From an optimization exercise on the open Yosys and OpenROAD flow, aimed at small area, a short achievable clock period and few clock cycles; shortcuts taken in it are not production practice. Power and IR drop assume default switching activity.

## pzip_packer
module pzip_packer (
    input  wire       clk,
    input  wire       rst,
    input  wire       in_valid,
    output wire       in_ready,
    input  wire [7:0] in_data,
    input  wire       in_last,
    output wire       out_valid,
    input  wire       out_ready,
    output wire [7:0] out_data,
    output reg        done,
    output reg  [3:0] tlen
);
    integer i;
    function automatic gtf(input [7:0] a, input [7:0] b);
        integer k;
        reg r;
        begin
            r = 1'b0;
            for (k = 0; k < 8; k = k + 1)
                r = (a[k] & ~b[k]) | (~(a[k] ^ b[k]) & r);
            gtf = r;
        end
    endfunction
    reg        ih_v, is_v;
    reg  [8:0] ih, is;
    wire       consume;
    wire       push_in = in_valid && in_rdy;
    reg        in_rdy;        
    assign in_ready = in_rdy;
    wire       ih_ld = !ih_v || consume;
    always @(posedge clk) begin
        if (rst) begin
            ih_v   <= 1'b0;
            is_v   <= 1'b0;
            in_rdy <= 1'b1;
        end else if (ih_ld) begin
            ih_v   <= is_v || push_in;
            is_v   <= 1'b0;
            in_rdy <= 1'b1;
        end else if (push_in) begin
            is_v   <= 1'b1;
            in_rdy <= 1'b0;
        end
    end
    always @(posedge clk) begin
        if (ih_ld)
            ih <= is_v ? is : {in_last, in_data};
        if (in_rdy)               
            is <= {in_last, in_data};
    end
  ...
Settings: LEC_CHECK=0, CAP_MARGIN=20, CORE_MARGIN=2, CORE_UTILIZATION=40, CTS_BUF_LIST=sky130_fd_sc_hd__clkbuf_16, CTS_CLUSTER_DIAMETER=100, CTS_CLUSTER_SIZE=26, SLEW_MARGIN=20; clock period 23.0 ns.
standard.sh (not shown) runs the stock make flow with config.mk's settings and CLKGATE_MAP_FILE= SYNTH_SCRIPT=/design/flow/synth_recipe.tcl, a recipe that flattens the netlist after the stock synthesis.
==> flow/flow/run.sh <==
#!/bin/bash
# The standard layout, with the port buffers made of buf_4 cells instead of
# the cell buffer_ports picks by itself (a slow delay buffer on sky130hd).
set -euo pipefail
bash standard.sh 'BUFFER_PORTS_ARGS=-buffer_cell sky130_fd_sc_hd__buf_4' finish > standard_flow.log 2>&1
The first run finished with timing, DRC and antenna clean.
Change:
--- a/flow/design.v
+++ b/flow/design.v
@@ -43,13 +43,13 @@
             in_rdy <= 1'b0;
         end
     end
     always @(posedge clk) begin
         if (ih_ld)
             ih <= is_v ? is : {in_last, in_data};
-        if (in_rdy)               
+        if (!ih_ld && push_in)
             is <= {in_last, in_data};
     end
     wire [7:0] x  = ih[7:0];
     wire       xl = ih[8];
     reg        ov, sv;
     reg  [7:0] ob, sb;
@@ -107,28 +107,25 @@
             c_raw = c_raw | (bw ? (sa[i][7:4] != sa[i-1][7:4] + 4'd1)
                                 : (sa[i][7:4] != sa[i-1][7:4]));
             lo[i] = sa[i][3:0] - sa[i-1][3:0];
             orv   = orv | lo[i];
         end
     end
-    wire [3:0] bb = {orv[3], !orv[3] & orv[2], !orv[3] & !orv[2] & orv[1],
-                     !orv[3] & !orv[2] & !orv[1]};
-    wire [3:0] b_p1 = {1'b0, bb[2] | bb[3], bb[0] | bb[1], bb[1] | bb[3]};   
-    wire [2:0] b_p2 = {!bb[0], bb[0] | bb[3], bb[0] | bb[2]};                
-    reg  [31:0] pk1, pk2, pk3, pk4;
+    wire [2:0] c_b = orv[3] ? 3'd4 : orv[2] ? 3'd3 : orv[1] ? 3'd2 : 3'd1;
+    reg  [31:0] pdl;          
     always @(*) begin
-        pk1 = 32'd0; pk2 = 32'd0; pk3 = 32'd0; pk4 = 32'd0;
+        pdl = 32'd0;
         for (i = 1; i < 9; i = i + 1) begin
-            pk1[32-i]        = lo[i][0];
-            pk2[33-2*i -: 2] = lo[i][1:0];
-            pk3[34-3*i -: 3] = lo[i][2:0];
-            pk4[35-4*i -: 4] = lo[i][3:0];
+            case (c_b)
+                3'd1: pdl[32-i]           = lo[i][0];
+                3'd2: pdl[33-2*i -: 2]    = lo[i][1:0];
+                3'd3: pdl[34-3*i -: 3]    = lo[i][2:0];
+                default: pdl[35-4*i -: 4] = lo[i][3:0];
+            endcase
         end
     end
-    wire [31:0] pdl = ({32{bb[0]}} & pk1) | ({32{bb[1]}} & pk2) |
-                      ({32{bb[2]}} & pk3) | ({32{bb[3]}} & pk4);
     wire [9:0] zi = {rk[8], 6'd0} + {1'b0, rk[8], 5'd0} + {4'd0, rk[8], 2'd0}
                   + {3'd0, rk[7], 3'd0} + {5'd0, rk[7], 1'b0} + {6'd0, rk[6]};
     function automatic [6:0] pair(input [3:0] h, input [3:0] l);
         pair = {h, 3'd0} + {2'd0, h, 1'b0} + {3'd0, l};
     endfunction
     wire [29:0] hz = {za[23:0], 6'd0} + {1'b0, za[23:0], 5'd0} + {4'd0, za[23:0], 2'd0}
@@ -226,20 +223,15 @@
     end
     always @(*) begin
         for (i = 1; i < 9; i = i + 1)
             rk_n[i] = (rk[i] > q) ? rk_p[i] : rk[i];
     end
     wire [3:0] mc_p = mc - {3'd0, m_pop};
-    wire [3:0] mc_d = mc - 4'd1;
-    wire [3:0] mc_i = mc + 4'd1;
-    wire [3:0] mc_k1 = h_pd   ? b_p1 + 4'd1 :
-                       rle_w  ? 4'd3 :
-                       rle_go ? 4'd1 : (m_pop ? mc : mc_i);
-    wire [3:0] mc_k = h_pd   ? b_p1 :
+    wire [3:0] mc_k = h_pd   ? {1'b0, c_b} + 4'd1 :
                       rle_w  ? 4'd2 :
-                      rle_go ? 4'd0 : (m_pop ? mc_d : mc);
+                      rle_go ? 4'd0 : mc_p;
     reg  [9:0] xs_p;
     always @(*) begin
         for (i = 0; i < 10; i = i + 1)
             xs_p[i] = m_pop ? (mc == i + 1) : (mc == i);
     end
     wire [9:0] xs_d = {4'd0, orv[3], !orv[3] & orv[2], !orv[3] & !orv[2] & orv[1],
@@ -279,13 +271,13 @@
             wn       <= 3'd0;
             wl       <= 8'd0;
             done     <= 1'b0;
             dw       <= 1'b0;
             rec_p    <= 1'b0;
         end else begin
-            mc <= ins ? mc_k1 : mc_k;
+            mc <= mc_k + {3'd0, ins};
             if (ins)
                 cnt <= (xl && cnt_e != 4'd8) ? 4'd0 : cnt_e + 4'd1;
             else if (hand)
                 cnt <= 4'd0;
             if (ins && xl && cnt_e == 4'd8)
                 pkt_last <= 1'b1;
@@ -337,30 +329,32 @@
     end
     always @(posedge clk) begin
         if (ins && xl && cnt_e != 4'd8)
             el <= cnt_e + 4'd1;
         else if ((hand && pkt_last) || (rm && r_end && r_ext))
             el <= 4'd0;
-        tlen <= el;               
-        rn <= (r_ext && !xl) ? rn_e + 8'd1 : rn_e;    
+        if (dw)
+            tlen <= el;
+        if (rm)
+            rn <= (r_ext && !xl) ? rn_e + 8'd1 : rn_e;
         if (rec) begin
-            rt <= h_pd ? b_p2 : h_raw ? 3'd1 : 3'd0;
-            rc <= h_pd ? b_p1 : h_raw ? 4'd9 : 4'd2;
+            rt <= h_pd ? c_b + 3'd2 : h_raw ? 3'd1 : 3'd0;
+            rc <= h_pd ? {1'b0, c_b} + 4'd1 : h_raw ? 4'd9 : 4'd2;
             rz <= h_pd;
         end else if ((ep_e == E_ET || ep_e == E_EP) && !rec_p)
             rc <= el;
         else if (m_pop)
             rc <= rc - 4'd1;
-        zd <= h_pd ? {pair(rk[5], rk[4]), pair(rk[3], rk[2]), pair(rk[1], rk[0])}
-                   : {zd[13:0], 7'd0};
         if (h_pd) begin
             za <= {20'd0, zi};
+            zd <= {pair(rk[5], rk[4]), pair(rk[3], rk[2]), pair(rk[1], rk[0])};
             zs <= 2'd0;
             zc <= 2'd0;
         end else if (zs != 2'd3) begin
             za <= hz;
+            zd <= {zd[13:0], 7'd0};
             zs <= zs + 2'd1;
         end else if (ep_e == E_Z && ch_v) begin
             za <= (zc == 2'd0) ? {za[23:0], 6'd0} : {za[21:0], 8'd0};
             zc <= zc + 2'd1;
         end
     end
What happened: Hold slack gets better by 0.066 ns; clock skew came out lower by 0.014 ns; power came out lower by 18%; flip-flop and latch count stays the same; sequential power came out lower by 13%; routed wire length came out lower by 2.4%.
No functional check of the RTL was part of any run of this note.

* * *

pzip_packer, a different RTL version from the one above (not shown whole).
Size in the first run: ~2400 cells after synthesis, roughly 340 flip-flops, ~28 I/O pins.
clock: 23.0 ns
lec_check: 0
cap_margin: 20
core_margin: 2
core_utilization: 40
cts_buf_list: sky130_fd_sc_hd__clkbuf_16
cts_cluster_diameter: 100
cts_cluster_size: 26
slew_margin: 20
Scripts as last shown in full above: flow/flow/run.sh
The baseline completed with no timing, DRC or antenna violations.
Edit:
--- a/flow/design.v
+++ b/flow/design.v
@@ -75,12 +75,15 @@
             ob <= sv ? sb : wbyte;
         if (!sv)                  
             sb <= wbyte;
     end
     reg  [7:0] sa [0:8];      
     reg  [3:0] rk [0:8];      
+    reg  [3:0] rk_e [0:8];    
+    reg  [3:0] qq;            
+    reg        iq;            
     reg  [3:0] cnt;           
     reg        pkt_last;      
     reg        run_mode;
     reg  [7:0] rn;            
     reg  [7:0] m [0:9];       
     reg  [3:0] mc;            
@@ -122,14 +125,14 @@
             pk3[34-3*i -: 3] = lo[i][2:0];
             pk4[35-4*i -: 4] = lo[i][3:0];
         end
     end
     wire [31:0] pdl = ({32{bb[0]}} & pk1) | ({32{bb[1]}} & pk2) |
                       ({32{bb[2]}} & pk3) | ({32{bb[3]}} & pk4);
-    wire [9:0] zi = {rk[8], 6'd0} + {1'b0, rk[8], 5'd0} + {4'd0, rk[8], 2'd0}
-                  + {3'd0, rk[7], 3'd0} + {5'd0, rk[7], 1'b0} + {6'd0, rk[6]};
+    wire [9:0] zi = {rk_e[8], 6'd0} + {1'b0, rk_e[8], 5'd0} + {4'd0, rk_e[8], 2'd0}
+                  + {3'd0, rk_e[7], 3'd0} + {5'd0, rk_e[7], 1'b0} + {6'd0, rk_e[6]};
     function automatic [6:0] pair(input [3:0] h, input [3:0] l);
         pair = {h, 3'd0} + {2'd0, h, 1'b0} + {3'd0, l};
     endfunction
     wire [29:0] hz = {za[23:0], 6'd0} + {1'b0, za[23:0], 5'd0} + {4'd0, za[23:0], 2'd0}
                    + {23'd0, zd[20:14]};
     localparam [2:0] E_IDLE = 3'd0, E_TAG = 3'd1, E_Z = 3'd2, E_M = 3'd3,
@@ -222,13 +225,16 @@
     always @(*) begin
         for (i = 1; i < 9; i = i + 1)
             rk_p[i] = rk[i] + 4'd1;
     end
     always @(*) begin
         for (i = 1; i < 9; i = i + 1)
-            rk_n[i] = (rk[i] > q) ? rk_p[i] : rk[i];
+            rk_n[i] = (rk[i] > qq) ? rk_p[i] : rk[i];
+        for (i = 0; i < 8; i = i + 1)
+            rk_e[i] = iq ? rk_n[i+1] : rk[i];
+        rk_e[8] = iq ? qq + 4'd1 : rk[8];
     end
     wire [3:0] mc_p = mc - {3'd0, m_pop};
     wire [3:0] mc_k = h_pd   ? b_p1 :
                       rle_w  ? 4'd2 :
                       rle_go ? 4'd0 : mc_p;
     reg  [9:0] xs_p;
@@ -241,16 +247,19 @@
     wire [9:0] xs = h_pd ? xs_d : rle_w ? 10'd4 : xs_p;
     always @(posedge clk) begin
         if (ins) begin
             for (i = 0; i < 9; i = i + 1)
                 if (gt[i])
                     sa[i] <= (i == 0) ? x : (gt[i-1] ? sa[i-1] : x);
+        end
+        if (iq) begin
             for (i = 0; i < 8; i = i + 1)
                 rk[i] <= rk_n[i+1];
-            rk[8] <= q + 4'd1;
+            rk[8] <= qq + 4'd1;
         end
+        qq <= q;
         for (i = 0; i < 10; i = i + 1) begin
             if (ih_v && xs[i])
                 m[i] <= x;
             else if (h_pd && i < 5)
                 m[i] <= (i == 0) ? sa[0] : pdl[39-8*i -: 8];
             else if (rle_w && i < 2)
@@ -271,14 +280,16 @@
             end_p    <= 1'b0;
             ep       <= E_IDLE;
             wn       <= 3'd0;
             wl       <= 8'd0;
             done     <= 1'b0;
             dw       <= 1'b0;
+            iq       <= 1'b0;
             rec_p    <= 1'b0;
         end else begin
+            iq <= ins;
             mc <= mc_k + {3'd0, ins};
             if (ins)
                 cnt <= (xl && cnt_e != 4'd8) ? 4'd0 : cnt_e + 4'd1;
             else if (hand)
                 cnt <= 4'd0;
             if (ins && xl && cnt_e == 4'd8)
@@ -341,13 +352,13 @@
             rc <= h_pd ? b_p1 : h_raw ? 4'd9 : 4'd2;
             rz <= h_pd;
         end else if ((ep_e == E_ET || ep_e == E_EP) && !rec_p)
             rc <= el;
         else if (m_pop)
             rc <= rc - 4'd1;
-        zd <= h_pd ? {pair(rk[5], rk[4]), pair(rk[3], rk[2]), pair(rk[1], rk[0])}
+        zd <= h_pd ? {pair(rk_e[5], rk_e[4]), pair(rk_e[3], rk_e[2]), pair(rk_e[1], rk_e[0])}
                    : {zd[13:0], 7'd0};
         if (h_pd) begin
             za <= {20'd0, zi};
             zs <= 2'd0;
             zc <= 2'd0;
         end else if (zs != 2'd3) begin
=>
- The new run finished clean
- via count rises by a few percent
- cell area is higher slightly
- non-clock buffer count goes up by 11
- count of clock-buffer cells in the layout is unchanged
- synthesized area grows slightly
Function was not checked in any run of this note: the RTL went through the layout flow alone.

[afterwards: timing with drivers on the ports]
No port has a modelled driver above. Below, the same layouts with a new extraction and two added sets of constraints.
Step 1: set_driving_cell puts a clkbuf_16 on clk and a buf_2 on each other input, an assumption about the parent block.
Step 2 adds t to the input delays and takes it off the output delays; t is the mean of the earliest and latest rising clock arrival at the registers after step 1. Input paths then give back, and output paths get back, about the clock's delay inside the block.
a / b / c = ideal / step 1 / step 2; a / b = the first two.
| run | t (ns) | slack for setup (ns) | cell pins on the clock port's net |
|---|---|---|---|
| the first run of note 1 | 0.605 | 16.923 / 16.865 / 17.219 | 1 |
| the second run of note 1 | 0.607 | 17.091 / 17.091 / 17.091 | 1 |
| the first run of note 2 | 0.603 | 17.019 / 16.961 / 17.257 | 1 |
| the second run of note 2 | 0.595 | 16.953 / 16.895 / 17.162 | 1 |
After both steps every run listed still meets setup and hold.
